Context: an optimization exercise on an open-source flow, tuned for small area, a short achievable clock period and few clock cycles. The choices shown serve that exercise and are no tape-out recipe.
At most, simulation tests tie the RTL to the original design; equivalence was not proved.
Function not checked in run 1: the RTL went through the layout flow alone.
Power figures rest on the tool's default switching activity, not on a simulated workload.

==> flow/design.v <==
module ng_core (
    input  wire        clk,
    input  wire        rst,
    input  wire        cmd_valid,
    output wire        cmd_ready,
    input  wire [31:0] cmd_word,
    input  wire [63:0] cmd_operand,
    output wire [63:0] state_q,
    output wire [63:0] result,
    output wire [31:0] status,
    output wire        sample_valid,
    input  wire        sample_ready,
    output wire [7:0]  sample_data
);
  localparam integer BUF_DEPTH = 16;
  localparam [3:0] OP_NOP = 4'h0, OP_SEED = 4'h1, OP_STEP = 4'h2, OP_FILL = 4'h3,
                   OP_LUTRD = 4'h4, OP_ACC = 4'h5, OP_FILT1 = 4'h6, OP_FILTER = 4'h7,
                   OP_ITER = 4'h8, OP_SBWR = 4'h9, OP_SBRD = 4'hA, OP_OBRD = 4'hB;
  localparam [3:0] E_OK = 4'd0, E_ILLEGAL_OP = 4'd1, E_RESERVED_FIELD = 4'd2,
                   E_BAD_OPERAND = 4'd3, E_RANGE = 4'd4;
  localparam [2:0] M_CALC = 3'd0, M_FILL = 3'd1, M_FILTER = 3'd2, M_EMIT = 3'd3,
                   M_READ = 3'd4, M_WRITE = 3'd5;
  reg [63:0] s_reg;
  reg [63:0] result_reg;
  reg [3:0]  err_reg;
  reg        busy;
  reg [2:0]  mode;
  reg [1:0]  calc;         
  reg        rd_ob;        
  reg        pend;         
  reg [3:0]  idx;          
  reg [3:0]  lst;          
  reg [7:0]  smp;          
  reg [63:0] hreg;         
  reg [4:0]  sbr;          
  reg [4:0]  sb_off;       
  reg [63:0] sbq [0:16];
  reg [7:0]  obq [0:16];
  wire [3:0]  op   = cmd_word[3:0];
  wire [7:0]  rsv  = cmd_word[11:4];
  wire [19:0] addr = cmd_word[31:12];
  wire fmt_z  = (op == OP_NOP) || (op == OP_STEP);
  wire fmt_c  = (op == OP_FILL);
  wire fmt_cp = (op == OP_FILTER) || (op == OP_ITER);
  wire fmt_t  = (op == OP_LUTRD);
  wire fmt_a  = (op == OP_SBRD) || (op == OP_OBRD);
  wire fmt_av = (op == OP_SBWR);
  wire [31:0] opd_n = cmd_operand[31:0];
  wire [31:0] opd_p = cmd_operand[63:32];
  reg [3:0] dec_err;
  always @(*) begin
    dec_err = E_OK;
    if (op >= 4'hC)
      dec_err = E_ILLEGAL_OP;
    else if (rsv != 8'd0 || (!(fmt_a || fmt_av) && addr != 20'd0))
      dec_err = E_RESERVED_FIELD;
    else if ((fmt_z && cmd_operand != 64'd0) ||
             (fmt_c && cmd_operand[63:32] != 32'd0) ||
             (fmt_t && cmd_operand[63:11] != 53'd0) ||
             (fmt_a && cmd_operand != 64'd0) ||
             (fmt_cp && opd_p == 32'd0))
      dec_err = E_BAD_OPERAND;
    else if (((fmt_c || fmt_cp) && opd_n > 32'd16) ||
             ((fmt_a || fmt_av) && addr >= 20'd16))
      dec_err = E_RANGE;
  end
  wire accept = cmd_valid && !busy;
  wire n_nz   = (opd_n[4:0] != 5'd0);    
  wire n_16   = opd_n[4];
  wire [63:0] s_next = {s_reg[62:0], s_reg[63] ^ s_reg[62] ^ s_reg[60] ^ s_reg[59]};
  wire        sb_ok  = (sb_off[1:0] == 2'd1) && !sb_off[4];
  reg  [63:0] sb_rd;
  reg  [7:0]  ob_rd;
  always @(*) begin
    case (sb_off[3:2])
      2'd0: sb_rd = sbq[1];
      2'd1: sb_rd = ~sbq[5];
      2'd2: sb_rd = sbq[9];
      2'd3: sb_rd = ~sbq[13];
    endcase
    case (sb_off[3:2])
      2'd0: ob_rd = obq[1];
      2'd1: ob_rd = ~obq[5];
      2'd2: ob_rd = obq[9];
      2'd3: ob_rd = ~obq[13];
    endcase
  end
  wire in_filter = busy && (mode == M_FILTER);
  wire in_calc   = busy && (mode == M_CALC);
  wire lut_mode  = in_calc && calc[1];
  wire [2:0] lut_i = hreg[10:8];
  reg [63:0] x;
  integer b;
  always @(*) begin
    if (in_filter)
      x = sb_rd;
    else if (in_calc) begin
      if (lut_mode) begin
        for (b = 0; b < 64; b = b + 1)
          x[b] = (lut_i == b / 8) && hreg[b % 8];
      end else
        x = hreg;
    end else
      x = s_next;
  end
  wire        tv_lut = lut_mode;
  wire [2:0]  tv_i   = lut_i;
  reg  [10:0] tv;
  always @(*) begin
    if (!tv_lut) tv = 11'd742;
    else case (tv_i)
      3'd0: tv = 11'd760;
      3'd1: tv = 11'd710;
      3'd2: tv = 11'd660;
      3'd3: tv = 11'd671;
      3'd4: tv = 11'd743;
      3'd5: tv = 11'd693;
      3'd6: tv = 11'd704;
      3'd7: tv = 11'd715;
      default: tv = 11'd0;
    endcase
  end
  wire [10:0] acc_t;
  wire t1, t2, t3, t4, t5, t6, t7, t8, t9, t10, t11, t12, t13, t14, t15, t16;
  wire t17, t18, t19, t20, t21, t22, t23, t24, t25, t26, t27, t28, t29, t30, t31, t32;
  wire t33, t34, t35, t36, t37, t38, t39, t40, t41, t42, t43, t44, t45, t46, t47, t48;
  wire t49, t50, t51, t52, t53, t54, t55, t56, t57, t58, t59, t60, t61, t62, t63, t64;
  wire t65, t66, t67, t68, t69, t70, t71, t72, t73, t74, t75, t76, t77, t78, t79, t80;
  wire t81, t82, t83, t84, t85, t86, t87, t88, t89, t90, t91, t92, t93, t94, t95, t96;
  wire t97, t98, t99, t100, t101, t102, t103, t104, t105, t106, t107, t108, t109, t110, t111, t112;
  wire t113, t114, t115, t116, t117, t118, t119, t120, t121, t122, t123, t124, t125, t126, t127, t128;
  wire t129, t130, t131, t132, t133, t134, t135, t136, t137, t138, t139, t140, t141, t142, t143, t144;
  wire t145, t146, t147, t148, t149, t150, t151, t152, t153, t154, t155, t156, t157, t158, t159, t160;
  wire t161, t162, t163, t164, t165, t166, t167, t168, t169, t170, t171, t172, t173, t174, t175, t176;
  wire t177, t178, t179, t180, t181, t182, t183, t184, t185, t186, t187, t188, t189, t190, t191, t192;
  wire t193, t194, t195, t196, t197, t198, t199, t200, t201, t202, t203, t204, t205, t206, t207, t208;
  wire t209, t210, t211, t212, t213, t214, t215, t216, t217, t218, t219, t220, t221, t222, t223, t224;
  wire t225, t226, t227, t228, t229, t230, t231, t232, t233, t234, t235, t236, t237, t238, t239, t240;
  wire t241, t242, t243, t244, t245, t246, t247, t248, t249, t250, t251, t252, t253, t254, t255, t256;
  wire t257, t258, t259, t260, t261, t262, t263, t264, t265, t266, t267, t268, t269, t270, t271, t272;
  wire t273, t274, t275, t276, t277, t278, t279, t280;
  assign t1 = ~x[1] ^ ~x[2] ^ x[6];
  assign t2 = (~x[1] & ~x[2]) | (~x[1] & x[6]) | (~x[2] & x[6]);
  assign t3 = x[7] ^ ~x[11] ^ ~x[12];
  assign t4 = (x[7] & ~x[11]) | (x[7] & ~x[12]) | (~x[11] & ~x[12]);
  assign t5 = x[16] ^ x[17];
  assign t6 = x[16] & x[17];
  assign t7 = ~x[21] ^ ~x[22] ^ x[26];
  assign t8 = (~x[21] & ~x[22]) | (~x[21] & x[26]) | (~x[22] & x[26]);
  assign t9 = x[27] ^ ~x[31] ^ ~x[32];
  assign t10 = (x[27] & ~x[31]) | (x[27] & ~x[32]) | (~x[31] & ~x[32]);
  assign t11 = ~x[33] ^ x[36] ^ x[37];
  assign t12 = (~x[33] & x[36]) | (~x[33] & x[37]) | (x[36] & x[37]);
  assign t13 = x[38] ^ ~x[41] ^ ~x[42];
  assign t14 = (x[38] & ~x[41]) | (x[38] & ~x[42]) | (~x[41] & ~x[42]);
  assign t15 = ~x[43] ^ x[46];
  assign t16 = ~x[43] & x[46];
  assign t17 = x[0] ^ ~x[8] ^ ~x[9];
  assign t18 = (x[0] & ~x[8]) | (x[0] & ~x[9]) | (~x[8] & ~x[9]);
  assign t19 = ~x[10] ^ x[18] ^ x[19];
  assign t20 = (~x[10] & x[18]) | (~x[10] & x[19]) | (x[18] & x[19]);
  assign t21 = x[20] ^ ~x[28] ^ ~x[29];
  assign t22 = (x[20] & ~x[28]) | (x[20] & ~x[29]) | (~x[28] & ~x[29]);
  assign t23 = ~x[30] ^ x[39];
  assign t24 = ~x[30] & x[39];
  assign t25 = x[3] ^ ~x[4] ^ x[5];
  assign t26 = (x[3] & ~x[4]) | (x[3] & x[5]) | (~x[4] & x[5]);
  assign t27 = ~x[11] ^ x[12] ^ ~x[16];
  assign t28 = (~x[11] & x[12]) | (~x[11] & ~x[16]) | (x[12] & ~x[16]);
  assign t29 = x[17] ^ ~x[23] ^ x[24];
  assign t30 = (x[17] & ~x[23]) | (x[17] & x[24]) | (~x[23] & x[24]);
  assign t31 = ~x[25] ^ x[31] ^ ~x[32];
  assign t32 = (~x[25] & x[31]) | (~x[25] & ~x[32]) | (x[31] & ~x[32]);
  assign t33 = x[33] ^ x[36] ^ ~x[37];
  assign t34 = (x[33] & x[36]) | (x[33] & ~x[37]) | (x[36] & ~x[37]);
  assign t35 = x[1] ^ x[6] ^ ~x[8];
  assign t36 = (x[1] & x[6]) | (x[1] & ~x[8]) | (x[6] & ~x[8]);
  assign t37 = x[10] ^ ~x[13] ^ x[15];
  assign t38 = (x[10] & ~x[13]) | (x[10] & x[15]) | (~x[13] & x[15]);
  assign t39 = ~x[18] ^ x[20] ^ ~x[22];
  assign t40 = (~x[18] & x[20]) | (~x[18] & ~x[22]) | (x[20] & ~x[22]);
  assign t41 = ~x[27] ^ x[29] ^ x[34];
  assign t42 = (~x[27] & x[29]) | (~x[27] & x[34]) | (x[29] & x[34]);
  assign t43 = ~x[2] ^ x[3] ^ ~x[7];
  assign t44 = (~x[2] & x[3]) | (~x[2] & ~x[7]) | (x[3] & ~x[7]);
  assign t45 = x[11] ^ ~x[12] ^ x[16];
  assign t46 = (x[11] & ~x[12]) | (x[11] & x[16]) | (~x[12] & x[16]);
  assign t47 = ~x[17] ^ x[21] ^ ~x[25];
  assign t48 = (~x[17] & x[21]) | (~x[17] & ~x[25]) | (x[21] & ~x[25]);
  assign t49 = x[26] ^ ~x[30] ^ x[31];
  assign t50 = (x[26] & ~x[30]) | (x[26] & x[31]) | (~x[30] & x[31]);
  assign t51 = ~x[35] ^ x[36];
  assign t52 = ~x[35] & x[36];
  assign t53 = ~x[0] ^ ~x[5] ^ x[8];
  assign t54 = (~x[0] & ~x[5]) | (~x[0] & x[8]) | (~x[5] & x[8]);
  assign t55 = ~x[10] ^ x[13] ^ ~x[15];
  assign t56 = (~x[10] & x[13]) | (~x[10] & ~x[15]) | (x[13] & ~x[15]);
  assign t57 = x[18] ^ ~x[20] ^ x[23];
  assign t58 = (x[18] & ~x[20]) | (x[18] & x[23]) | (~x[20] & x[23]);
  assign t59 = x[47] ^ x[48] ^ ~x[51];
  assign t60 = (x[47] & x[48]) | (x[47] & ~x[51]) | (x[48] & ~x[51]);
  assign t61 = ~x[52] ^ ~x[53] ^ x[56];
  assign t62 = (~x[52] & ~x[53]) | (~x[52] & x[56]) | (~x[53] & x[56]);
  assign t63 = x[57] ^ x[58] ^ ~x[62];
  assign t64 = (x[57] & x[58]) | (x[57] & ~x[62]) | (x[58] & ~x[62]);
  assign t65 = x[40] ^ ~x[49] ^ ~x[50];
  assign t66 = (x[40] & ~x[49]) | (x[40] & ~x[50]) | (~x[49] & ~x[50]);
  assign t67 = x[59] ^ x[60] ^ x[61];
  assign t68 = (x[59] & x[60]) | (x[59] & x[61]) | (x[60] & x[61]);
  assign t69 = tv[2] ^ t2 ^ t4;
  assign t70 = (tv[2] & t2) | (tv[2] & t4) | (t2 & t4);
  assign t71 = t6 ^ t8 ^ t10;
  assign t72 = (t6 & t8) | (t6 & t10) | (t8 & t10);
  assign t73 = t12 ^ t14;
  assign t74 = t12 & t14;
  assign t75 = x[38] ^ ~x[44] ^ x[45];
  assign t76 = (x[38] & ~x[44]) | (x[38] & x[45]) | (~x[44] & x[45]);
  assign t77 = ~x[51] ^ x[52] ^ ~x[53];
  assign t78 = (~x[51] & x[52]) | (~x[51] & ~x[53]) | (x[52] & ~x[53]);
  assign t79 = ~x[56] ^ x[57] ^ ~x[58];
  assign t80 = (~x[56] & x[57]) | (~x[56] & ~x[58]) | (x[57] & ~x[58]);
  assign t81 = tv[3] ^ t18 ^ t20;
  assign t82 = (tv[3] & t18) | (tv[3] & t20) | (t18 & t20);
  assign t83 = t22 ^ t24 ^ t25;
  assign t84 = (t22 & t24) | (t22 & t25) | (t24 & t25);
  assign t85 = t27 ^ t29;
  assign t86 = t27 & t29;
  assign t87 = x[39] ^ ~x[41] ^ x[43];
  assign t88 = (x[39] & ~x[41]) | (x[39] & x[43]) | (~x[41] & x[43]);
  assign t89 = ~x[46] ^ x[48] ^ ~x[50];
  assign t90 = (~x[46] & x[48]) | (~x[46] & ~x[50]) | (x[48] & ~x[50]);
  assign t91 = ~x[55] ^ ~x[60] ^ x[62];
  assign t92 = (~x[55] & ~x[60]) | (~x[55] & x[62]) | (~x[60] & x[62]);
  assign t93 = tv[4] ^ t26 ^ t28;
  assign t94 = (tv[4] & t26) | (tv[4] & t28) | (t26 & t28);
  assign t95 = t30 ^ t32 ^ t34;
  assign t96 = (t30 & t32) | (t30 & t34) | (t32 & t34);
  assign t97 = t35 ^ t37 ^ t39;
  assign t98 = (t35 & t37) | (t35 & t39) | (t37 & t39);
  assign t99 = ~x[40] ^ x[44] ^ ~x[45];
  assign t100 = (~x[40] & x[44]) | (~x[40] & ~x[45]) | (x[44] & ~x[45]);
  assign t101 = x[49] ^ ~x[53] ^ x[54];
  assign t102 = (x[49] & ~x[53]) | (x[49] & x[54]) | (~x[53] & x[54]);
  assign t103 = ~x[58] ^ x[59] ^ ~x[63];
  assign t104 = (~x[58] & x[59]) | (~x[58] & ~x[63]) | (x[59] & ~x[63]);
  assign t105 = tv[5] ^ t36 ^ t38;
  assign t106 = (tv[5] & t36) | (tv[5] & t38) | (t36 & t38);
  assign t107 = t40 ^ t42 ^ t43;
  assign t108 = (t40 & t42) | (t40 & t43) | (t42 & t43);
  assign t109 = t45 ^ t47 ^ t49;
  assign t110 = (t45 & t47) | (t45 & t49) | (t47 & t49);
  assign t111 = x[28] ^ ~x[33] ^ ~x[38];
  assign t112 = (x[28] & ~x[33]) | (x[28] & ~x[38]) | (~x[33] & ~x[38]);
  assign t113 = x[41] ^ ~x[43] ^ x[46];
  assign t114 = (x[41] & ~x[43]) | (x[41] & x[46]) | (~x[43] & x[46]);
  assign t115 = ~x[48] ^ x[51] ^ x[56];
  assign t116 = (~x[48] & x[51]) | (~x[48] & x[56]) | (x[51] & x[56]);
  assign t117 = ~x[61] ^ tv[6] ^ t44;
  assign t118 = (~x[61] & tv[6]) | (~x[61] & t44) | (tv[6] & t44);
  assign t119 = t46 ^ t48 ^ t50;
  assign t120 = (t46 & t48) | (t46 & t50) | (t48 & t50);
  assign t121 = t52 ^ t53 ^ t55;
  assign t122 = (t52 & t53) | (t52 & t55) | (t53 & t55);
  assign t123 = ~x[63] ^ tv[1] ^ t1;
  assign t124 = (~x[63] & tv[1]) | (~x[63] & t1) | (tv[1] & t1);
  assign t125 = t3 ^ t5 ^ t7;
  assign t126 = (t3 & t5) | (t3 & t7) | (t5 & t7);
  assign t127 = t16 ^ t17 ^ t19;
  assign t128 = (t16 & t17) | (t16 & t19) | (t17 & t19);
  assign t129 = t21 ^ t23 ^ t60;
  assign t130 = (t21 & t23) | (t21 & t60) | (t23 & t60);
  assign t131 = t62 ^ t64 ^ t65;
  assign t132 = (t62 & t64) | (t62 & t65) | (t64 & t65);
  assign t133 = t31 ^ t33 ^ t66;
  assign t134 = (t31 & t33) | (t31 & t66) | (t33 & t66);
  assign t135 = t68 ^ t70 ^ t72;
  assign t136 = (t68 & t70) | (t68 & t72) | (t70 & t72);
  assign t137 = t74 ^ t75 ^ t77;
  assign t138 = (t74 & t75) | (t74 & t77) | (t75 & t77);
  assign t139 = t79 ^ t81;
  assign t140 = t79 & t81;
  assign t141 = t41 ^ t76 ^ t78;
  assign t142 = (t41 & t76) | (t41 & t78) | (t76 & t78);
  assign t143 = t80 ^ t82 ^ t84;
  assign t144 = (t80 & t82) | (t80 & t84) | (t82 & t84);
  assign t145 = t86 ^ t87 ^ t89;
  assign t146 = (t86 & t87) | (t86 & t89) | (t87 & t89);
  assign t147 = t91 ^ t93 ^ t95;
  assign t148 = (t91 & t93) | (t91 & t95) | (t93 & t95);
  assign t149 = t51 ^ t88 ^ t90;
  assign t150 = (t51 & t88) | (t51 & t90) | (t88 & t90);
  assign t151 = t92 ^ t94 ^ t96;
  assign t152 = (t92 & t94) | (t92 & t96) | (t94 & t96);
  assign t153 = t98 ^ t99 ^ t101;
  assign t154 = (t98 & t99) | (t98 & t101) | (t99 & t101);
  assign t155 = t103 ^ t105 ^ t107;
  assign t156 = (t103 & t105) | (t103 & t107) | (t105 & t107);
  assign t157 = t57 ^ t100 ^ t102;
  assign t158 = (t57 & t100) | (t57 & t102) | (t100 & t102);
  assign t159 = t104 ^ t106 ^ t108;
  assign t160 = (t104 & t106) | (t104 & t108) | (t106 & t108);
  assign t161 = t110 ^ t111 ^ t113;
  assign t162 = (t110 & t111) | (t110 & t113) | (t111 & t113);
  assign t163 = t115 ^ t117 ^ t119;
  assign t164 = (t115 & t117) | (t115 & t119) | (t117 & t119);
  assign t165 = tv[7] ^ t54 ^ t56;
  assign t166 = (tv[7] & t54) | (tv[7] & t56) | (t54 & t56);
  assign t167 = t58 ^ t112 ^ t114;
  assign t168 = (t58 & t112) | (t58 & t114) | (t112 & t114);
  assign t169 = t116 ^ t118;
  assign t170 = t116 & t118;
  assign t171 = t9 ^ t11 ^ t13;
  assign t172 = (t9 & t11) | (t9 & t13) | (t11 & t13);
  assign t173 = t15 ^ t59;
  assign t174 = t15 & t59;
  assign t175 = t67 ^ t69 ^ t71;
  assign t176 = (t67 & t69) | (t67 & t71) | (t69 & t71);
  assign t177 = t73 ^ t124 ^ t126;
  assign t178 = (t73 & t124) | (t73 & t126) | (t124 & t126);
  assign t179 = t127 ^ t129;
  assign t180 = t127 & t129;
  assign t181 = t83 ^ t85 ^ t128;
  assign t182 = (t83 & t85) | (t83 & t128) | (t85 & t128);
  assign t183 = t130 ^ t132 ^ t133;
  assign t184 = (t130 & t132) | (t130 & t133) | (t132 & t133);
  assign t185 = t135 ^ t137 ^ t139;
  assign t186 = (t135 & t137) | (t135 & t139) | (t137 & t139);
  assign t187 = t97 ^ t134 ^ t136;
  assign t188 = (t97 & t134) | (t97 & t136) | (t134 & t136);
  assign t189 = t138 ^ t140 ^ t141;
  assign t190 = (t138 & t140) | (t138 & t141) | (t140 & t141);
  assign t191 = t143 ^ t145 ^ t147;
  assign t192 = (t143 & t145) | (t143 & t147) | (t145 & t147);
  assign t193 = t109 ^ t142 ^ t144;
  assign t194 = (t109 & t142) | (t109 & t144) | (t142 & t144);
  assign t195 = t146 ^ t148 ^ t149;
  assign t196 = (t146 & t148) | (t146 & t149) | (t148 & t149);
  assign t197 = t151 ^ t153 ^ t155;
  assign t198 = (t151 & t153) | (t151 & t155) | (t153 & t155);
  assign t199 = t121 ^ t150 ^ t152;
  assign t200 = (t121 & t150) | (t121 & t152) | (t150 & t152);
  assign t201 = t154 ^ t156 ^ t157;
  assign t202 = (t154 & t156) | (t154 & t157) | (t156 & t157);
  assign t203 = t159 ^ t161 ^ t163;
  assign t204 = (t159 & t161) | (t159 & t163) | (t161 & t163);
  assign t205 = t120 ^ t122 ^ t158;
  assign t206 = (t120 & t122) | (t120 & t158) | (t122 & t158);
  assign t207 = t160 ^ t162 ^ t164;
  assign t208 = (t160 & t162) | (t160 & t164) | (t162 & t164);
  assign t209 = t165 ^ t167 ^ t169;
  assign t210 = (t165 & t167) | (t165 & t169) | (t167 & t169);
  assign t211 = tv[8] ^ t166;
  assign t212 = tv[8] & t166;
  assign t213 = t61 ^ t63 ^ t123;
  assign t214 = (t61 & t63) | (t61 & t123) | (t63 & t123);
  assign t215 = t131 ^ t172 ^ t174;
  assign t216 = (t131 & t172) | (t131 & t174) | (t172 & t174);
  assign t217 = t175 ^ t177;
  assign t218 = t175 & t177;
  assign t219 = t176 ^ t178 ^ t180;
  assign t220 = (t176 & t178) | (t176 & t180) | (t178 & t180);
  assign t221 = t181 ^ t183 ^ t185;
  assign t222 = (t181 & t183) | (t181 & t185) | (t183 & t185);
  assign t223 = t182 ^ t184 ^ t186;
  assign t224 = (t182 & t184) | (t182 & t186) | (t184 & t186);
  assign t225 = t187 ^ t189 ^ t191;
  assign t226 = (t187 & t189) | (t187 & t191) | (t189 & t191);
  assign t227 = t188 ^ t190 ^ t192;
  assign t228 = (t188 & t190) | (t188 & t192) | (t190 & t192);
  assign t229 = t193 ^ t195 ^ t197;
  assign t230 = (t193 & t195) | (t193 & t197) | (t195 & t197);
  assign t231 = t194 ^ t196 ^ t198;
  assign t232 = (t194 & t196) | (t194 & t198) | (t196 & t198);
  assign t233 = t199 ^ t201 ^ t203;
  assign t234 = (t199 & t201) | (t199 & t203) | (t201 & t203);
  assign t235 = t200 ^ t202 ^ t204;
  assign t236 = (t200 & t202) | (t200 & t204) | (t202 & t204);
  assign t237 = t205 ^ t207 ^ t209;
  assign t238 = (t205 & t207) | (t205 & t209) | (t207 & t209);
  assign t239 = t168 ^ t170 ^ t206;
  assign t240 = (t168 & t170) | (t168 & t206) | (t170 & t206);
  assign t241 = t208 ^ t210 ^ t211;
  assign t242 = (t208 & t210) | (t208 & t211) | (t210 & t211);
  assign t243 = t125 ^ t171;
  assign t244 = t125 & t171;
  assign t245 = t179 ^ t214 ^ t215;
  assign t246 = (t179 & t214) | (t179 & t215) | (t214 & t215);
  assign t247 = t216 ^ t218 ^ t219;
  assign t248 = (t216 & t218) | (t216 & t219) | (t218 & t219);
  assign t249 = t220 ^ t222 ^ t223;
  assign t250 = (t220 & t222) | (t220 & t223) | (t222 & t223);
  assign t251 = t224 ^ t226 ^ t227;
  assign t252 = (t224 & t226) | (t224 & t227) | (t226 & t227);
  assign t253 = t228 ^ t230 ^ t231;
  assign t254 = (t228 & t230) | (t228 & t231) | (t230 & t231);
  assign t255 = t232 ^ t234 ^ t235;
  assign t256 = (t232 & t234) | (t232 & t235) | (t234 & t235);
  assign t257 = t236 ^ t238 ^ t239;
  assign t258 = (t236 & t238) | (t236 & t239) | (t238 & t239);
  assign t259 = tv[9] ^ t212 ^ t240;
  assign t260 = (tv[9] & t212) | (tv[9] & t240) | (t212 & t240);
  assign t261 = t173 ^ t213;
  assign t262 = t173 & t213;
  assign t263 = t217 ^ t244 ^ t245;
  assign t264 = (t217 & t244) | (t217 & t245) | (t244 & t245);
  assign t265 = t221 ^ t246 ^ t247;
  assign t266 = (t221 & t246) | (t221 & t247) | (t246 & t247);
  assign t267 = t225 ^ t248 ^ t249;
  assign t268 = (t225 & t248) | (t225 & t249) | (t248 & t249);
  assign t269 = t229 ^ t250 ^ t251;
  assign t270 = (t229 & t250) | (t229 & t251) | (t250 & t251);
  assign t271 = t233 ^ t252 ^ t253;
  assign t272 = (t233 & t252) | (t233 & t253) | (t252 & t253);
  assign t273 = t237 ^ t254 ^ t255;
  assign t274 = (t237 & t254) | (t237 & t255) | (t254 & t255);
  assign t275 = t241 ^ t256 ^ t257;
  assign t276 = (t241 & t256) | (t241 & t257) | (t256 & t257);
  assign t277 = t242 ^ t258 ^ t259;
  assign t278 = (t242 & t258) | (t242 & t259) | (t258 & t259);
  assign t279 = tv[10] ^ t260;
  assign t280 = tv[10] & t260;
  wire [10:0] tra = {t278, t276, t274, t272, t270, t268, t266, t264, t262, t243, tv[0]};
  wire [10:0] trb = {t279, t277, t275, t273, t271, t269, t267, t265, t263, t261, 1'b0};
  assign acc_t = tra + trb;
  wire [7:0] acc_smp = acc_t[9:2];
  wire last = (idx == lst);
  wire emit = busy && (mode == M_EMIT);
  wire take = emit && !pend && sample_ready;
  assign cmd_ready    = !busy && !rst;
  assign state_q      = s_reg;
  assign result       = result_reg;
  assign status       = {24'd0, err_reg, busy ? mode[1:0] : 2'b00, (s_reg == 64'd0), busy};
  assign sample_valid = emit && !pend;
  assign sample_data  = smp;
  wire emit_wr = emit && (take || pend) && sb_ok;    
  wire sb_we   = busy && sb_ok && (mode == M_FILL || mode == M_WRITE) || emit_wr;
  wire ob_we   = busy && sb_ok && (mode == M_FILTER) || emit_wr;
  wire [63:0] sb_wd = (mode == M_WRITE) ? hreg : s_reg;
  wire [7:0]  ob_wd = (mode == M_EMIT) ? smp : acc_smp;
  always @(posedge clk) begin
    if (sb_we && sb_off[3:2] == 2'd0) sbq[0] <= ~sb_wd;
    else sbq[0] <= ~sbq[1];
    sbq[1] <= sbq[2];
    sbq[2] <= sbq[3];
    sbq[3] <= sbq[4];
    if (sb_we && sb_off[3:2] == 2'd1) sbq[4] <= sb_wd;
    else sbq[4] <= ~sbq[5];
    sbq[5] <= sbq[6];
    sbq[6] <= sbq[7];
    sbq[7] <= sbq[8];
    if (sb_we && sb_off[3:2] == 2'd2) sbq[8] <= ~sb_wd;
    else sbq[8] <= ~sbq[9];
    sbq[9] <= sbq[10];
    sbq[10] <= sbq[11];
    sbq[11] <= sbq[12];
    if (sb_we && sb_off[3:2] == 2'd3) sbq[12] <= sb_wd;
    else sbq[12] <= ~sbq[13];
    sbq[13] <= sbq[14];
    sbq[14] <= sbq[15];
    sbq[15] <= sbq[16];
    sbq[16] <= sbq[0];
  end
  always @(posedge clk) begin
    if (ob_we && sb_off[3:2] == 2'd0) obq[0] <= ~ob_wd;
    else obq[0] <= ~obq[1];
    obq[1] <= obq[2];
    obq[2] <= obq[3];
    obq[3] <= obq[4];
    if (ob_we && sb_off[3:2] == 2'd1) obq[4] <= ob_wd;
    else obq[4] <= ~obq[5];
    obq[5] <= obq[6];
    obq[6] <= obq[7];
    obq[7] <= obq[8];
    if (ob_we && sb_off[3:2] == 2'd2) obq[8] <= ~ob_wd;
    else obq[8] <= ~obq[9];
    obq[9] <= obq[10];
    obq[10] <= obq[11];
    obq[11] <= obq[12];
    if (ob_we && sb_off[3:2] == 2'd3) obq[12] <= ob_wd;
    else obq[12] <= ~obq[13];
    obq[13] <= obq[14];
    obq[14] <= obq[15];
    obq[15] <= obq[16];
    obq[16] <= obq[0];
  end
  wire rebase = accept && (dec_err == E_OK) && (op == OP_ITER) && n_16;
  wire [4:0] sbr_n = rebase ? 5'd16 : (sbr == 5'd16) ? 5'd0 : sbr + 5'd1;
  wire [3:0] idx_i = (accept && dec_err == E_OK && (fmt_a || fmt_av)) ? addr[3:0] : 4'd0;
  wire [4:0] off_d = {1'b0, idx_i} - sbr_n;
  wire adv = busy && (mode == M_FILL || mode == M_FILTER) && sb_ok || emit_wr;
  always @(posedge clk) begin
    if (!busy || (emit_wr && !last))
      smp <= acc_smp;
    if (!busy)
      hreg <= cmd_operand;
    sbr <= rst ? 5'd0 : sbr_n;
    if (rst)
      sb_off <= 5'd0;
    else if (!busy)
      sb_off <= off_d[4] ? off_d + 5'd17 : off_d;
    else if (!adv)
      sb_off <= (sb_off == 5'd0) ? 5'd16 : sb_off - 5'd1;
    if (rst) begin
      s_reg      <= 64'd1;
      result_reg <= 64'd0;
      err_reg    <= E_OK;
      busy       <= 1'b0;
      mode       <= M_CALC;
      calc       <= 2'd0;
      rd_ob      <= 1'b0;
      pend       <= 1'b0;
      idx        <= 4'd0;
      lst        <= 4'd0;
    end else if (!busy) begin
      idx  <= 4'd0;
      lst  <= opd_n[3:0] - 4'd1;
      pend <= 1'b0;
      if (accept) begin
        err_reg <= dec_err;
        if (dec_err == E_OK) begin
          case (op)
            OP_SEED:  s_reg <= cmd_operand;
            OP_STEP: begin
              s_reg      <= s_next;
              result_reg <= s_next;
            end
            OP_LUTRD, OP_ACC, OP_FILT1: begin
              busy <= 1'b1;
              mode <= M_CALC;
              calc <= (op == OP_LUTRD) ? 2'd2 : (op == OP_FILT1) ? 2'd1 : 2'd0;
            end
            OP_SBRD, OP_OBRD: begin
              idx   <= addr[3:0];
              rd_ob <= (op == OP_OBRD);
              busy  <= 1'b1;
              mode  <= M_READ;
            end
            OP_SBWR: begin
              idx  <= addr[3:0];
              busy <= 1'b1;
              mode <= M_WRITE;
            end
            OP_FILL, OP_ITER: begin
              if (n_nz) begin
                s_reg <= s_next;
                busy  <= 1'b1;
                mode  <= (op == OP_ITER) ? M_EMIT : M_FILL;
              end
            end
            OP_FILTER: begin
              if (n_nz) begin
                busy <= 1'b1;
                mode <= M_FILTER;
              end
            end
            default: ;
          endcase
        end
      end
    end else begin
      case (mode)
        M_CALC: begin
          busy <= 1'b0;
          case (calc)
            2'd1:    result_reg <= {{56{acc_smp[7]}}, acc_smp};
            default: result_reg <= {{53{acc_t[10]}}, acc_t};
          endcase
        end
        M_READ: begin
          if (sb_ok) begin
            busy       <= 1'b0;
            result_reg <= rd_ob ? {{56{ob_rd[7]}}, ob_rd} : sb_rd;
          end
        end
        M_WRITE: begin
          if (sb_ok)
            busy <= 1'b0;
        end
        M_FILL: begin
          if (sb_ok) begin
            idx <= idx + 4'd1;
            if (!last)
              s_reg <= s_next;
            else
              busy <= 1'b0;
          end
        end
        M_FILTER: begin
          if (sb_ok) begin
            idx <= idx + 4'd1;
            if (last)
              busy <= 1'b0;
          end
        end
        default: begin  
          if (emit_wr) begin
            idx  <= idx + 4'd1;
            pend <= 1'b0;
            if (last)
              busy <= 1'b0;
            else
              s_reg <= s_next;
          end else if (take)
            pend <= 1'b1;
        end
      endcase
    end
  end
endmodule
==> flow/flow/run.sh <==
#!/bin/bash
# Standard layout, with every port buffered by a buf_2 and timing repair asked
# for 16.5 ns of setup slack (a 10.5 ns period) instead of 0.
set -euo pipefail
export BUFFER_PORTS_ARGS="-buffer_cell sky130_fd_sc_hd__buf_2"
export SETUP_SLACK_MARGIN=16.5
bash standard.sh synth > synth.log 2>&1
bash standard.sh > layout.log 2>&1
==> flow/standard.sh <==
#!/bin/bash
# synth_recipe.tcl (not shown) runs the flow's synth.tcl, then flattens the netlist and writes it again
# the make line also repeats each setting of config.mk as NAME=value (left out here)
make -C /OpenROAD-flow-scripts/flow DESIGN_CONFIG=/design/flow/config.mk WORK_HOME=/design/flow/orfs CLKGATE_MAP_FILE= SYNTH_SCRIPT=/design/flow/synth_recipe.tcl "${@:-finish}"
==> flow/config.mk <==
export PLATFORM = sky130hd
export DESIGN_NAME = ng_core
export DESIGN_NICKNAME = ng_core
export VERILOG_FILES = /design/flow/design.v
export SDC_FILE = /design/flow/constraint.sdc
export NUM_CORES = 4
export LEC_CHECK = 0
export CAP_MARGIN = 20
export CORE_MARGIN = 2
export CORE_UTILIZATION = 40
export SLEW_MARGIN = 20
==> flow/constraint.sdc <==
create_clock -name core_clock -period 27.0 [get_ports {clk}]
set_input_delay 5.4000 -clock core_clock [delete_from_list [all_inputs] [get_ports {clk}]]
set_output_delay 5.4000 -clock core_clock [all_outputs]
set_load 0.01 [all_outputs]
==> summary.txt, run 1 <==
status: no timing/DRC/antenna violations
Area growth, synth to finish: 16.0%
TNS Setup: 0 ns
reg2reg start: busy$_SDFF_PP0_
CP startpoint: rst
largest registers: sbq: 1088 flops, obq: 136 flops
slew margin rel.: 21.0%
final WL: 136,000 um
Critical Path RT: 21.60 ns
initial antenna violation count: 8
skew final: 0.0379 ns
CTS tree: yes
Leakage: 24.8 nW
CTS H-Tree Depth: 4
DPL Wire Length: 90,100 um
worst skew pair latency: 0.75 ns
share of cells above drive strength 1: 16.6%
Die Height: 351 um
Largest register FFs: 1,088
die width: 351 um
first-pass GRT wire length: 198,000 um
Power Total: 4.38 mW
Max VDD drop: 0.0000494 V
number of clock buffers inserted by TritonCTS: 144
Clock Sink Count: 1,460
Final WS setup: 15.71 ns
Mapped Cells: 4,176
num rows: 127
Final GP Congestion: 0.920
RSZ-0062 raised after global routing: yes
Yosys reg bits: 1,460
Most used DFF post-synth: dfxtp_1
Vias: 31,224
Min-Delay Startpoint: sbq[4][35]$_DFF_P_
CTS hold repair buffers: 0
port bufs: 244
drt drc: 0
register area: 30,000 um2
Via density: 5.11
total die area: 123,000 um2
Reg with most FFs: sbq
Worst Tran Pin Value: 1.19 ns
post-synth cell types: 81
Max-Cap Viols: 0
Core ar.: 120,000 um2
clock slew at reported path FFs: 0.06 ns
Synth Cell Area: 48,300 um2
fmax: 88.6 MHz
startpoint types: primary input
Hold Slack: 0.295 ns
fin crit period: 11.29 ns
worst slack, placed: 15.10 ns
Setup Viol. Count Final: 0
IO Pins: 270
total grt overflow: 0
vias in the first global route: 29,893
Synth async-reset ratio: 0%
Bufs on Longest Clock Path: 3
pwr/cell area: 78.3 nW/um2
First-pass DRT Iterations: 5
largest net degree at the start of global routing: 75
Final nets: 4,639
drt initial violations: 2,682
Root Buffer Master: clkbuf_16
Crit Path Class: primary input to output pin
Post-synth EDFFs: 72
fin crit share: 41.8%
Worst setup EP type: output pin
Syn Area/Cell: 11.6 um2
critical path arrival: 5.89 ns
worst min path class: flip-flop to flip-flop
crit-path max FO: 2
DR WL/cell: 22.2 um
Synth warnings: 3
Final Max Tran Viols: 0
sequential-to-total area share from yosys stat: 62.1%
GR Util All Layers: 21.8%
area of the multi-input gates: 16,200 um2
Initial Util: 40.3%
post-route ant nets: 0
fill cell count: 10,949
Final Hold Viols: 0
-- final timing paths --
path,endpoint,slack (ns),cells after the start
setup reg to reg,result_reg[40]$_SDFFE_PP0P_,17.10,26
hold reg to reg,sbq[3][35]$_DFF_P_,0.30,0
hold / removal,sbq[3][35]$_DFF_P_,0.30,0
setup / recovery,cmd_ready,15.71,5
-- synthesized netlist by cell type (all sizes together) (6+ instances only) --
cell | count | share of area [%]
buf | 96 | 1.2
a221o | 16 | 0.33
or3 | 7 | 0.091
xor2 | 14 | 0.25
nor4 | 39 | 0.52
a221oi | 31 | 0.56
mux4 | 71 | 3.3
o21a | 66 | 1.0
clkbuf | 167 | 1.3
dfxtp | 1388 | 58
a21oi | 358 | 3.7
o22ai | 111 | 1.4
nand3 | 25 | 0.26
a211oi | 79 | 1.5
mux2i | 161 | 3.3
edfxtp | 72 | 4.5
xnor2 | 39 | 0.71
ha | 52 | 1.3
nand2 | 167 | 1.3
and3 | 6 | 0.078
a31oi | 9 | 0.12
o31ai | 7 | 0.13
fa | 102 | 4.2
mux2 | 68 | 1.6
a22oi | 9 | 0.14
and2 | 17 | 0.22
o21ai | 68 | 0.71
nor3 | 43 | 0.46
inv | 308 | 2.4
nand2b | 10 | 0.15
maj3 | 9 | 0.19
nand4 | 15 | 0.19
nor2 | 460 | 3.6
nor2b | 16 | 0.21
-- timing repair --
action,in CTS,in global routing
cloned,3,0
resized for setup,9,0
endpoints found under the setup margin,1,1
setup buffers,4,1
-- critical path, stage by stage --
cell and delay, ns:
buf_16 0.13, inv_16 0.08, nand2_8 0.06, inv_6 0.09
buf_6 0.09
-- layout make-up --
cell class / count / area share, %
inverters: 308 / 2.11
multi-input cells: 2169 / 28.9
flip-flops and latches: 1460 / 53.5
diodes: 1 / 0.00447
well taps: 1612 / 3.60
clock buffers: 209 / 7.71
repair inverters: 2 / 0.0313
clock inverters: 54 / 1.07
repair buffers: 300 / 3.05
-- metal layers --
layer / vias to the layer above / global-route usage (%) / share of wire [%]
li1: 14561 / - / -
met1: 15368 / 29.7 / 44
met2: 1039 / 34.2 / 45
met3: 252 / 4.26 / 6.9
met4: 4 / 8.66 / 3.7
met5: - / 0 / 0.023
-- power breakdown --
part	total [mW]	leakage, nW	switching, mW	internal, mW
clock	2.03	2.42	0.842	1.19
combinational	0.155	10.3	0.0915	0.0636
sequential	2.20	12.1	0.0184	2.18
total	4.38	24.8	0.952	3.43
-- logic make-up after synthesis --
logic type	Yosys count	share of synthesized area, %
adders and majority gates	163	5.77
and+or+nand+nor	825	7.49
xor gates and xnor gates	53	0.962
buffers and inverters	571	4.86
DFF	1460	62.1
muxes	300	8.24
other	1	0.00777
AOI/OAI and AO/OA	803	10.6
-- per-stage QoR --
| step | util (%) | area [um2] | cells |
|---|---|---|---|
| finish | 46.7 | 56000 | 6115 |
| global route | 46.7 | 56000 | 6114 |
| CTS | 46.7 | 56000 | 6113 |
| detailed placement | 42.5 | 50900 | 5843 |
| global placement | 42.5 | 50900 | 5843 |
| floorplan | - | 48400 | 4200 |
-- cell usage in the layout, fill, tap and decap left out, drive strengths merged, types with 6 or more instances in the layout --
| master | n |
|---|---|
| mux4 | 71 |
| dfxtp | 1388 |
| xnor2 | 39 |
| and3 | 6 |
| xor2 | 14 |
| nand3 | 25 |
| buf | 299 |
| a22oi | 9 |
| mux2 | 68 |
| clkinv | 35 |
| a31oi | 9 |
| nor4 | 39 |
| o31ai | 7 |
| clkbuf | 209 |
| nand4 | 15 |
| nor2b | 16 |
| a221o | 16 |
| maj3 | 9 |
| o21a | 66 |
| o21ai | 68 |
| edfxtp | 72 |
| nand2 | 167 |
| mux2i | 161 |
| and2 | 17 |
| a221oi | 31 |
| a21oi | 358 |
| bufinv | 7 |
| conb | 25 |
| o22ai | 111 |
| nand2b | 10 |
| a211oi | 79 |
| nor3 | 43 |
| nor2 | 460 |
| inv | 317 |
| or3 | 7 |
| fa | 102 |
| ha | 52 |
==> run 2: changes to the inputs <==
--- a/flow/design.v
+++ b/flow/design.v
@@ -484,9 +484,11 @@
     obq[16] <= obq[0];
   end
   wire rebase = accept && (dec_err == E_OK) && (op == OP_ITER) && n_16;
-  wire [4:0] sbr_n = rebase ? 5'd16 : (sbr == 5'd16) ? 5'd0 : sbr + 5'd1;
-  wire [3:0] idx_i = (accept && dec_err == E_OK && (fmt_a || fmt_av)) ? addr[3:0] : 4'd0;
-  wire [4:0] off_d = {1'b0, idx_i} - sbr_n;
+  wire [4:0] sbr_i = (sbr == 5'd16) ? 5'd0 : sbr + 5'd1;
+  wire [4:0] sbr_n = rebase ? 5'd16 : sbr_i;
+  wire [3:0] idx_i = (fmt_a || fmt_av) ? addr[3:0] : 4'd0;
+  wire [4:0] off_d = {1'b0, idx_i} - sbr_i;
+  wire [4:0] off_m = off_d[4] ? off_d + 5'd17 : off_d;
   wire adv = busy && (mode == M_FILL || mode == M_FILTER) && sb_ok || emit_wr;
   always @(posedge clk) begin
     if (!busy || (emit_wr && !last))
@@ -497,7 +499,7 @@
     if (rst)
       sb_off <= 5'd0;
     else if (!busy)
-      sb_off <= off_d[4] ? off_d + 5'd17 : off_d;
+      sb_off <= rebase ? 5'd1 : off_m;
     else if (!adv)
       sb_off <= (sb_off == 5'd0) ? 5'd16 : sb_off - 5'd1;
     if (rst) begin
@@ -512,7 +514,7 @@
       idx        <= 4'd0;
       lst        <= 4'd0;
     end else if (!busy) begin
-      idx  <= 4'd0;
+      idx  <= idx_i;
       lst  <= opd_n[3:0] - 4'd1;
       pend <= 1'b0;
       if (accept) begin
@@ -530,13 +532,11 @@
               calc <= (op == OP_LUTRD) ? 2'd2 : (op == OP_FILT1) ? 2'd1 : 2'd0;
             end
             OP_SBRD, OP_OBRD: begin
-              idx   <= addr[3:0];
               rd_ob <= (op == OP_OBRD);
               busy  <= 1'b1;
               mode  <= M_READ;
             end
             OP_SBWR: begin
-              idx  <= addr[3:0];
               busy <= 1'b1;
               mode <= M_WRITE;
             end
--- a/flow/config.mk
+++ b/flow/config.mk
@@ -7,5 +7,7 @@
 export LEC_CHECK = 0
 export CAP_MARGIN = 20
 export CORE_MARGIN = 2
-export CORE_UTILIZATION = 40
+export CORE_UTILIZATION = 65
+export CTS_CLUSTER_DIAMETER = 70
+export CTS_CLUSTER_SIZE = 24
 export SLEW_MARGIN = 20
==> run 2 against run 1 <==
Compared with the run above: sequential power is essentially flat; utilization grew 24 points; clock power shrank 42%; wire length shrank 6.6%; maximum frequency grew 1.8%; non-clock buffer count shrank 10; global-route usage grew 11 points; synthesized cell count grew 0.45%; highest routed layer unchanged; largest power group unchanged.
==> summary.txt, run 2 <==
port bufs: 244
critical path arrival: 5.68 ns
Placed Area: 50,300 um2
CTS tree: yes
sequential-to-total area share from yosys stat: 61.5%
Worst Tran Pin Value: 1.14 ns
initial antenna violation count: 7
Die Height: 278 um
top cells by area, synth: dfxtp_1 (57%), edfxtp_1 (4.4%), a21oi_1 (4.2%)
Root Buffer Master: clkbuf_16
vias in the first global route: 29,868
Most used DFF post-synth: dfxtp_1
fin crit period: 11.08 ns
Critical Path RT: 21.60 ns
crit-path max FO: 3
Initial Util: 65.5%
CTS H-Tree Depth: 3
worst min path class: flip-flop to flip-flop
Syn Area/Cell: 11.6 um2
TNS Setup: 0 ns
Setup Viol. Count Final: 0
Pint: 2.77 mW
Mapped Cells: 4,195
Synth Cell Area: 48,700 um2
final instance area: 52,500 um2
Vias: 31,258
DR WL/cell: 23.8 um
Max-Cap Viols: 0
share of power burned in registers: 61.5%
Reg with most FFs: sbq
worst slack, placed: 15.62 ns
Post-synth EDFFs: 72
number of clock buffers inserted by TritonCTS: 72
Largest register FFs: 1,088
placed insts: 5,199
Cell Count, Final, Fillers Out: 5,318
Final GP Congestion: 0.931
worst skew pair latency: 0.65 ns
Bufs on Longest Clock Path: 3
Synth warnings: 3
skew final: 0.0276 ns
slew margin rel.: 23.6%
final WL: 127,000 um
Final nets: 4,558
CTS hold repair buffers: 0
Yosys reg bits: 1,460
R2R Setup Slk: 17.07 ns
crit-path leading delay family: buffers and inverters
Via density: 5.88
Sw Ratio: 22.4%
Max VDD drop: 0.0000628 V
Worst setup EP type: output pin
most frequent cells in the layout: dfxtp_1 (1,384), a21oi_1 (408), nor2_1 (375), inv_1 (302), buf_2 (242)
Final Max Tran Viols: 0
fin crit share: 41.0%
first-pass GRT wire length: 187,000 um
synth cell count leaders: dfxtp_1 (1,388), a21oi_1 (410), nor2_1 (377)
status: no timing/DRC/antenna violations
total die area: 77,100 um2
Synth async-reset ratio: 0%
critical path's slowest cell: buf_16
fmax: 90.2 MHz
drt drc: 0
RSZ-0062 raised after global routing: yes
Worst Path Buf+Inv: 2
pwr/cell area: 68.0 nW/um2
combinational fraction of design power: 5.5%
startpoint types: primary input
total grt overflow: 0
switching power: 0.800 mW
die width: 278 um
Area growth, synth to finish: 7.84%
slowest stage delay, CP: 0.11 ns
largest net degree at the start of global routing: 86
drt initial violations: 2,861
num rows: 100
post-route ant nets: 0
GR Util All Layers: 32.4%
Clock Sink Count: 1,460
IO Pins: 270
clock network power share: 32.9%
crit-path cells: buf_16 -> nor2_4 -> buf_6
area leader, netlist: dfxtp_1
share of cells above drive strength 1: 14.3%
Leakage: 23.2 nW
commonest non-fill, non-tap cell in the layout: dfxtp_1
post-synth cell types: 83
DPL Wire Length: 83,200 um
Core ar.: 74,300 um2
largest registers: sbq: 1088 flops, obq: 136 flops
Final Hold Viols: 0
Final WS setup: 15.92 ns
share of the synthesized area in the top cell type: 57.1%
First-pass DRT Iterations: 6
clock slew at reported path FFs: 0.10 ns
most common cell in the netlist: dfxtp_1
Crit Path Class: primary input to output pin
-- run 2: timing repair --
| action | 4_1_cts | 5_1_grt |
|---|---|---|
| pin swaps | 0 | 0 |
| setup buffers | 1 | 0 |
| resized for setup | 4 | 0 |
| cloned | 2 | 0 |
| setup endpoints to repair | 1 | 1 |
-- run 2: final timing paths --
check / startpoint / to / cells after the start
worst max register to register: sb_off[3]$_SDFFE_PP0P_ / result_reg[55]$_SDFFE_PP0P_ / 22
worst min register to register: sbq[3][0]$_DFF_P_ / sbq[2][0]$_DFF_P_ / 0
worst max-delay path: rst / cmd_ready / 3
worst min-delay path: sbq[3][0]$_DFF_P_ / sbq[2][0]$_DFF_P_ / 0
-- run 2: cells by family after synthesis --
group                    share of synthesized area (%)
XOR/XNOR                                          1.10
other                                          0.00770
AO/OA/AOI/OAI                                     10.9
adder cells (fa/ha/maj)                           5.64
flip-flops                                        61.5
AND/OR/NAND/NOR                                   7.58
buffers and inverters                             5.11
multiplexers                                      8.19
-- run 2: metrics by stage --
stage	utilization (%)	power (mW)	hold slack, ns
2_1_floorplan	-	2.36	0.310
3_3_place_gp	67.7	2.44	0.310
3_5_place_dp	67.7	2.44	0.312
4_1_cts	70.6	3.58	0.316
5_1_grt	70.6	3.67	0.321
6_report	70.6	3.57	0.314
-- run 2: area by class of cell --
type	instances	area, um2
Timing Repair Buffer	290	1660
Fill cell	5563	21800
Multi-Input combinational cell	2179	16500
Clock buffer	100	1950
Sequential cell	1460	30000
Clock inverter	11	106
Antenna cell	5	12.5
Inverter	304	1140
Tap cell	969	1210
-- run 2: worst register-to-register path, stage by stage, from the launching register on --
cell,delay (ns)
dfxtp_4,0.62
buf_4,0.52
buf_4,0.67
mux4_2,0.68
a21oi_1,0.54
inv_1,0.16
maj3_1,0.42
fa_1,0.52
fa_1,0.52
fa_1,0.46
fa_1,0.54
inv_1,0.05
fa_1,0.55
fa_1,0.43
ha_1,0.38
and3_1,0.18
a21oi_1,0.17
a31oi_1,0.14
xnor2_1,0.30
a211oi_4,0.92
buf_4,0.60
o221ai_1,0.30
a21oi_1,0.18
-- run 2: layer usage --
layer,vias to the layer above,GRT usage [%],routed length (um)
li1,14364,-,-
met1,15365,46.3,55800
met2,1274,50.7,57100
met3,251,4.47,8860
met4,4,12.2,4810
met5,-,0,32
-- run 2: power groups by stage --
stage	registers, mW	clock network, mW	logic [mW]
after detailed placement	2.25	0	0.192
after floorplan	2.23	0	0.131
after global placement	2.25	0	0.191
after global routing	2.20	1.27	0.207
final	2.20	1.18	0.198
after CTS	2.20	1.19	0.195
Testbench counts of run 2, summed over its fixed seeds: cycles 14,042.
==> run 3: changes to the inputs <==
--- a/flow/design.v
+++ b/flow/design.v
@@ -34,6 +34,7 @@
   reg [63:0] hreg;         
   reg [4:0]  sbr;          
   reg [4:0]  sb_off;       
+  reg [4:0]  cln;          
   reg [63:0] sbq [0:16];
   reg [7:0]  obq [0:16];
   wire [3:0]  op   = cmd_word[3:0];
@@ -485,8 +486,9 @@
   end
   wire rebase = accept && (dec_err == E_OK) && (op == OP_ITER) && n_16;
   wire [4:0] sbr_i = (sbr == 5'd16) ? 5'd0 : sbr + 5'd1;
+  wire f_any = (opd_n[4:0] > cln);
   wire [4:0] sbr_n = rebase ? 5'd16 : sbr_i;
-  wire [3:0] idx_i = (fmt_a || fmt_av) ? addr[3:0] : 4'd0;
+  wire [3:0] idx_i = (fmt_a || fmt_av) ? addr[3:0] : (op == OP_FILTER) ? cln[3:0] : 4'd0;
   wire [4:0] off_d = {1'b0, idx_i} - sbr_i;
   wire [4:0] off_m = off_d[4] ? off_d + 5'd17 : off_d;
   wire adv = busy && (mode == M_FILL || mode == M_FILTER) && sb_ok || emit_wr;
@@ -502,6 +504,16 @@
       sb_off <= rebase ? 5'd1 : off_m;
     else if (!adv)
       sb_off <= (sb_off == 5'd0) ? 5'd16 : sb_off - 5'd1;
+    if (rst)
+      cln <= 5'd0;
+    else if (accept && dec_err == E_OK) begin
+      if ((op == OP_FILTER || op == OP_ITER) && f_any)
+        cln <= opd_n[4:0];
+      else if (op == OP_FILL && n_nz)
+        cln <= 5'd0;
+      else if (op == OP_SBWR && {1'b0, addr[3:0]} < cln)
+        cln <= {1'b0, addr[3:0]};
+    end
     if (rst) begin
       s_reg      <= 64'd1;
       result_reg <= 64'd0;
@@ -548,7 +560,7 @@
               end
             end
             OP_FILTER: begin
-              if (n_nz) begin
+              if (f_any) begin
                 busy <= 1'b1;
                 mode <= M_FILTER;
               end
==> flow/flow/run.sh (replaced) <==
#!/bin/bash
# Standard layout, with every port buffered by a buf_1 and timing repair asked
# for 16.5 ns of setup slack (a 10.5 ns period) instead of 0.
set -euo pipefail
export BUFFER_PORTS_ARGS="-buffer_cell sky130_fd_sc_hd__buf_1"
export SETUP_SLACK_MARGIN=16.5
bash standard.sh synth > synth.log 2>&1
bash standard.sh > layout.log 2>&1
--- a/flow/config.mk
+++ b/flow/config.mk
@@ -5,6 +5,7 @@
 export SDC_FILE = /design/flow/constraint.sdc
 export NUM_CORES = 4
 export LEC_CHECK = 0
+export ABC_AREA = 1
 export CAP_MARGIN = 20
 export CORE_MARGIN = 2
 export CORE_UTILIZATION = 65
==> run 3 against run 2 <==
Compared with the run above: die area up 0.65%; register-to-register slack better by 0.23 ns; worst setup slack worse by 0.13 ns; largest cell class unchanged; clock skew up 0.010 ns; sequential power about the same; area after synthesis up 0.66%; still clean; global-route usage up 2.4 points; cell count up 18%; clock-buffer cell count down 20.
==> summary.txt, run 3 <==
largest net degree at the start of global routing: 97
CTS H-Tree Depth: 3
Critical Path RT: 21.60 ns
Power Total: 3.75 mW
Leakage: 23.0 nW
sequential-to-total area share from yosys stat: 61.3%
Synth warnings: 3
GR Util All Layers: 34.8%
Area growth, synth to finish: 7.72%
skew final: 0.0378 ns
num rows: 100
Root Buffer Master: clkbuf_16
register area: 30,100 um2
share of cells above drive strength 1: 3.95%
Max-Cap Viols: 0
Clock Sink Count: 1,465
CTS tree: yes
top cells by area, synth: dfxtp_1 (57%), nand2_1 (6.5%), a21oi_1 (5.4%)
drt initial violations: 4,234
Cell Count, Final, Fillers Out: 6,293
most frequent cells in the layout: dfxtp_1 (1,391), nand2_1 (833), inv_1 (574), a21oi_1 (530), nor2_1 (468)
Vias: 35,784
post-route ant nets: 0
worst skew pair latency: 0.67 ns
die width: 279 um
Most used DFF post-synth: dfxtp_1
Worst Tran Pin Value: 1.28 ns
Final GP Congestion: 0.966
Via density: 5.69
synth cell count leaders: dfxtp_1 (1,393), nand2_1 (842), inv_1 (575)
pwr/cell area: 71.0 nW/um2
RSZ-0062 raised after global routing: yes
drt drc: 0
DPL Wire Length: 94,500 um
Yosys reg bits: 1,465
Crit Path Class: primary input to output pin
Die Height: 279 um
Syn Area/Cell: 9.47 um2
initial antenna violation count: 6
most common cell in the netlist: dfxtp_1
Setup Viol. Count Final: 0
TNS Setup: 0 ns
first-pass GRT wire length: 203,000 um
Bufs on Longest Clock Path: 3
worst min path class: flip-flop to flip-flop
First-pass DRT Iterations: 6
R2R Setup Slk: 17.30 ns
post-synth cell types: 56
fill cell count: 5,721
Post-synth EDFFs: 72
Initial Util: 65.7%
crit-path max FO: 2
commonest non-fill, non-tap cell in the layout: dfxtp_1
port bufs: 244
critical path arrival: 5.82 ns
status: no timing/DRC/antenna violations
fin crit share: 41.5%
Largest register FFs: 1,088
Synth Cell Area: 49,000 um2
DR WL/cell: 21.9 um
Final Hold Viols: 0
Hold Slack: 0.315 ns
startpoint types: primary input
Finished Core Util: 70.8%
Reg with most FFs: sbq
slew margin rel.: 13.5%
Synth async-reset ratio: 0%
placed insts: 6,181
vias in the first global route: 32,911
number of clock buffers inserted by TritonCTS: 77
Core ar.: 74,600 um2
Max VDD drop: 0.0000520 V
area of the multi-input gates: 15,600 um2
Mapped Cells: 5,174
IO Pins: 270
clock slew at reported path FFs: 0.09 ns
Worst setup EP type: output pin
Final Max Tran Viols: 0
total die area: 77,600 um2
area leader, netlist: dfxtp_1
share of the synthesized area in the top cell type: 56.9%
total grt overflow: 0
fin crit period: 11.22 ns
Final nets: 5,555
largest registers: sbq: 1088 flops, obq: 136 flops
final WL: 138,000 um
fmax: 89.2 MHz
## run 3: cell count changes in the layout (fill, tap and decap cells not counted), moves of 93 or more
cell,change
nor2_1,+93
o21ai_0,+265
mux2i_1,-159
nand3_1,+110
buf_2,-242
nand2_1,+649
buf_1,+242
a21oi_1,+122
inv_1,+272
## run 3: through the flow
step	area, um2	setup slack, ns
after detailed placement	50300	15.21
final	52800	15.78
after CTS	52800	15.75
after global placement	50300	15.21
after floorplan	49100	16.11
after global routing	52800	15.76
## run 3: layer usage
layer  GRT usage (%)  wire, um
met5               0        13
met4            11.6      5120
met3            6.64     14400
met2            49.5     56300
met1            53.4     61800
## run 3: repair_timing
item | in CTS | in global routing
setup endpoints to repair | 1 | 1
cloned | 2 | 0
hold buffers | 0 | 0
endpoints found under the hold margin | 0 | 0
pin swaps | 1 | 1
buffers inserted | 2 | 0
gates resized for setup | 10 | 0
## run 3: worst max-delay path, stage by stage
cell	delay, ns
buf_12	0.10
buf_16	0.12
nor2_4	0.08
buf_6	0.11
## run 3: report_power, final
group	internal [mW]	total (mW)	switching, mW	leakage, nW
combinational	0.0642	0.295	0.231	9.79
clock	0.556	1.26	0.703	1.12
sequential	2.18	2.19	0.00680	12.1
## run 3: cell type report
class,instances,share of cell area [%]
flip-flops and latches,1465,56.9
well taps,969,2.30
inverters,595,4.24
repair buffers,290,2.57
clock inverters,21,0.699
clock buffers,80,3.71
diodes,6,0.0284
multi-input cells,2867,29.5
## run 3: logic make-up (layout without fill, tap and decap cells)
logic type      count (synthesis)  in the layout  share of synthesized area (%)
compound gates               1115           1115                           12.6
xor+xnor                       46             46                          0.822
fa+ha+maj                     160            160                           5.63
buf+inv                       866            986                           7.20
flops                        1465           1465                           61.3
mux                             6              6                          0.128
other cells                     1             31                        0.00765
simple gates                 1515           1515                           12.3
## run 3: path summary, 6_finish.rpt
kind / startpoint / end / cells after the start
worst max-delay path: rst / cmd_ready / 4
worst min-delay path: sbq[4][12]$_DFF_P_ / sbq[3][12]$_DFF_P_ / 0
worst max register to register: mode[0]$_SDFFE_PP0P_ / result_reg[60]$_SDFFE_PP0P_ / 33
worst min register to register: sbq[4][12]$_DFF_P_ / sbq[3][12]$_DFF_P_ / 0
Testbench counts of run 3, summed over its fixed seeds: cycles 13,424.
==> run 4: changes to the inputs <==
--- a/flow/design.v
+++ b/flow/design.v
@@ -33,8 +33,6 @@
   reg [7:0]  smp;          
   reg [63:0] hreg;         
   reg [4:0]  sbr;          
-  reg [4:0]  sb_off;       
-  reg [4:0]  cln;          
   reg [63:0] sbq [0:16];
   reg [7:0]  obq [0:16];
   wire [3:0]  op   = cmd_word[3:0];
@@ -69,6 +67,8 @@
   wire n_nz   = (opd_n[4:0] != 5'd0);    
   wire n_16   = opd_n[4];
   wire [63:0] s_next = {s_reg[62:0], s_reg[63] ^ s_reg[62] ^ s_reg[60] ^ s_reg[59]};
+  wire [4:0]  sb_dd  = {1'b0, idx} - sbr;
+  wire [4:0]  sb_off = sb_dd[4] ? sb_dd + 5'd17 : sb_dd;
   wire        sb_ok  = (sb_off[1:0] == 2'd1) && !sb_off[4];
   reg  [63:0] sb_rd;
   reg  [7:0]  ob_rd;
@@ -485,35 +485,12 @@
     obq[16] <= obq[0];
   end
   wire rebase = accept && (dec_err == E_OK) && (op == OP_ITER) && n_16;
-  wire [4:0] sbr_i = (sbr == 5'd16) ? 5'd0 : sbr + 5'd1;
-  wire f_any = (opd_n[4:0] > cln);
-  wire [4:0] sbr_n = rebase ? 5'd16 : sbr_i;
-  wire [3:0] idx_i = (fmt_a || fmt_av) ? addr[3:0] : (op == OP_FILTER) ? cln[3:0] : 4'd0;
-  wire [4:0] off_d = {1'b0, idx_i} - sbr_i;
-  wire [4:0] off_m = off_d[4] ? off_d + 5'd17 : off_d;
-  wire adv = busy && (mode == M_FILL || mode == M_FILTER) && sb_ok || emit_wr;
   always @(posedge clk) begin
     if (!busy || (emit_wr && !last))
       smp <= acc_smp;
     if (!busy)
       hreg <= cmd_operand;
-    sbr <= rst ? 5'd0 : sbr_n;
-    if (rst)
-      sb_off <= 5'd0;
-    else if (!busy)
-      sb_off <= rebase ? 5'd1 : off_m;
-    else if (!adv)
-      sb_off <= (sb_off == 5'd0) ? 5'd16 : sb_off - 5'd1;
-    if (rst)
-      cln <= 5'd0;
-    else if (accept && dec_err == E_OK) begin
-      if ((op == OP_FILTER || op == OP_ITER) && f_any)
-        cln <= opd_n[4:0];
-      else if (op == OP_FILL && n_nz)
-        cln <= 5'd0;
-      else if (op == OP_SBWR && {1'b0, addr[3:0]} < cln)
-        cln <= {1'b0, addr[3:0]};
-    end
+    sbr <= rst ? 5'd0 : rebase ? 5'd16 : (sbr == 5'd16) ? 5'd0 : sbr + 5'd1;
     if (rst) begin
       s_reg      <= 64'd1;
       result_reg <= 64'd0;
@@ -526,7 +503,7 @@
       idx        <= 4'd0;
       lst        <= 4'd0;
     end else if (!busy) begin
-      idx  <= idx_i;
+      idx  <= 4'd0;
       lst  <= opd_n[3:0] - 4'd1;
       pend <= 1'b0;
       if (accept) begin
@@ -544,11 +521,13 @@
               calc <= (op == OP_LUTRD) ? 2'd2 : (op == OP_FILT1) ? 2'd1 : 2'd0;
             end
             OP_SBRD, OP_OBRD: begin
+              idx   <= addr[3:0];
               rd_ob <= (op == OP_OBRD);
               busy  <= 1'b1;
               mode  <= M_READ;
             end
             OP_SBWR: begin
+              idx  <= addr[3:0];
               busy <= 1'b1;
               mode <= M_WRITE;
             end
@@ -560,7 +539,7 @@
               end
             end
             OP_FILTER: begin
-              if (f_any) begin
+              if (n_nz) begin
                 busy <= 1'b1;
                 mode <= M_FILTER;
               end
==> flow/run.sh (new file) <==
#!/bin/bash
# synth_recipe.tcl (not shown) runs the flow's synth.tcl, then flattens the netlist and writes it again
# the make line also repeats each setting of config.mk as NAME=value (left out here)
make -C /OpenROAD-flow-scripts/flow DESIGN_CONFIG=/design/flow/config.mk WORK_HOME=/design/flow/orfs CLKGATE_MAP_FILE= SYNTH_SCRIPT=/design/flow/synth_recipe.tcl finish
==> flow/config.mk (replaced) <==
export PLATFORM = sky130hd
export DESIGN_NAME = ng_core
export DESIGN_NICKNAME = ng_core
export VERILOG_FILES = /design/flow/design.v
export SDC_FILE = /design/flow/constraint.sdc
export NUM_CORES = 4
export LEC_CHECK = 0
export CAP_MARGIN = 20
export CORE_MARGIN = 2
export CORE_UTILIZATION = 40
export SLEW_MARGIN = 20
removed: flow/flow/run.sh
removed: flow/standard.sh
==> run 4 against run 3 <==
Compared with the run above: combinational power shrank 31%; cell count shrank 8.4%; final area grew 8.8%; worst setup slack lost 0.52 ns; sequential share of layout area shrank 4.9 points; global-route usage shrank 13 points; clock power grew 68%; clock skew grew 0.0023 ns.
==> summary.txt, run 4 <==
synth cell count leaders: dfxtp_1 (1,383), mux2i_1 (431), inv_1 (314)
pwr/cell area: 78.5 nW/um2
CP startpoint: rst
share of the synthesized area in the top cell type: 57.4%
Final Hold Viols: 0
initial antenna violation count: 8
Initial Util: 40.3%
Max VDD drop: 0.0000600 V
Synth Cell Area: 48,300 um2
Worst setup EP type: output pin
Bufs on Longest Clock Path: 3
IO Pins: 270
die width: 351 um
fin crit period: 11.73 ns
startpoint types: primary input
Area growth, synth to finish: 18.9%
sequential-to-total area share from yosys stat: 61.8%
Die Height: 351 um
Synth async-reset ratio: 0%
most common cell in the netlist: dfxtp_1
Syn Area/Cell: 12.8 um2
First-pass DRT Iterations: 5
CTS hold repair buffers: 0
RSZ-0062 raised after global routing: no
Max-Cap Viols: 0
Final GP Congestion: 0.908
area leader, netlist: dfxtp_1
total grt overflow: 0
clock slew at reported path FFs: 0.06 ns
cell depth of the worst flop-to-flop path: 32
DR WL/cell: 23.5 um
Yosys reg bits: 1,455
Mapped Cells: 3,771
largest net degree at the start of global routing: 80
placed insts: 5,495
Vias: 29,319
R2R Setup Slk: 15.42 ns
post-route ant nets: 0
top cells by area, synth: dfxtp_1 (57%), mux2i_1 (8.9%), fa_1 (4.6%)
CP Capture Point: cmd_ready
port bufs: 244
fmax: 85.2 MHz
worst min path class: flip-flop to flip-flop
most frequent cells in the layout: dfxtp_1 (1,382), mux2i_1 (431), inv_1 (312), clkdlybuf4s50_1 (243), nor2_1 (171)
reg2reg start: idx[0]$_SDFFE_PP0P_
vias in the first global route: 29,319
Worst Tran Pin Value: 1.19 ns
slowest stage delay, CP: 0.49 ns
Root Buffer Master: clkbuf_16
setup bufs post-CTS: 0
critical path arrival: 6.33 ns
commonest non-fill, non-tap cell in the layout: dfxtp_1
total die area: 123,000 um2
Leakage: 25.0 nW
status: no timing/DRC/antenna violations
GR Util All Layers: 21.9%
Reg with most FFs: sbq
DPL Wire Length: 91,000 um
slew margin rel.: 20.9%
post-synth cell types: 86
number of clock buffers inserted by TritonCTS: 146
crit-path cells: buf_6 -> nor2_1 -> clkdlybuf4s50_1
Core ar.: 120,000 um2
crit-path max FO: 39
Most used DFF post-synth: dfxtp_1
Clock Sink Count: 1,455
Synth warnings: 3
fin crit share: 43.5%
Post-synth EDFFs: 72
R2R Path End: result_reg[55]$_SDFFE_PP0P_
Crit Path Class: primary input to output pin
CTS tree: yes
Via density: 5.08
Final nets: 4,288
share of cells above drive strength 1: 12.6%
Largest register FFs: 1,088
skew final: 0.0401 ns
worst skew pair latency: 0.77 ns
critical path's slowest cell: clkdlybuf4s50_1
CTS resizes: 0
final WL: 135,000 um
Final Max Tran Viols: 0
drt initial violations: 2,500
drt drc: 0
TNS Setup: 0 ns
first-pass GRT wire length: 199,000 um
Cell Count, Final, Fillers Out: 5,767
Critical Path RT: 21.60 ns
largest registers: sbq: 1088 flops, obq: 136 flops
Setup Viol. Count Final: 0
CTS H-Tree Depth: 4
num rows: 127
-- run 4: critical path, delay by kind of cell --
kind          cells  cell delay, ns
simple gates      1            0.07
buf+inv           2            0.85
-- run 4: through the flow --
| step | cell area [um2] | setup WS (ns) | power (mW) | util (%) | hold WS (ns) |
|---|---|---|---|---|---|
| finish | 57400 | 15.27 | 4.51 | 47.9 | 0.294 |
| global route | 57400 | 15.09 | 4.64 | 47.9 | 0.304 |
| CTS | 57400 | 15.25 | 4.54 | 47.9 | 0.303 |
| detailed placement | 52200 | 15.25 | 2.43 | 43.6 | 0.312 |
| global placement | 52200 | 15.22 | 2.43 | 43.6 | 0.310 |
| floorplan | 48400 | 15.27 | 2.35 | - | 0.310 |
-- run 4: metal layers --
layer	track usage [%]	vias to the layer above	share of wire (%)
met5	0	-	0.025
met1	30.4	14622	45
met2	34.4	1013	45
met3	4.45	239	6.7
li1	-	13439	-
met4	7.02	6	2.8
-- run 4: logic make-up (layout without fill, tap and decap cells) --
group	Yosys count	in the layout	share of synthesized area, %
adder cells (fa/ha/maj)	161	161	5.86
AO/OA/AOI/OAI	490	490	7.73
XOR/XNOR	39	39	0.793
buffers and inverters	532	891	4.88
AND/OR/NAND/NOR	521	521	5.02
multiplexers	572	572	13.9
flip-flops	1455	1455	61.8
other	1	26	0.00777
-- run 4: how the worst min path moves through the flow --
| stage | startpoint | to | depth (start not counted) |
|---|---|---|---|
| finish | sbq[10][43]$_DFF_P_ | sbq[9][43]$_DFF_P_ | 0 |
| global route | sbq[10][43]$_DFF_P_ | sbq[9][43]$_DFF_P_ | 0 |
| CTS | sbq[10][43]$_DFF_P_ | sbq[9][43]$_DFF_P_ | 0 |
| detailed placement | sbq[0][23]$_DFF_P_ | sbq[16][23]$_DFF_P_ | 0 |
| global placement | sbq[8][30]$_DFF_P_ | sbq[7][30]$_DFF_P_ | 0 |
| floorplan | obq[11][0]$_DFF_P_ | obq[10][0]$_DFF_P_ | 0 |
-- run 4: where the power goes --
part / leakage (nW) / switching (mW) / total [mW] / internal, mW
clock network: 2.55 / 0.863 / 2.12 / 1.26
registers: 12.0 / 0.0111 / 2.18 / 2.17
logic: 10.4 / 0.118 / 0.203 / 0.0854
-- run 4: cell type report --
class	instances	area, um2
fill	10665	62400
sequential	1455	29900
inverter	314	1180
tap	1612	2020
clock inverter	56	766
clock buffer	215	4430
antenna	1	2.50
multi-input combinational	1808	16300
timing repair buffer	306	2910
Testbench counts of run 4, summed over its fixed seeds: cycles 14,042.
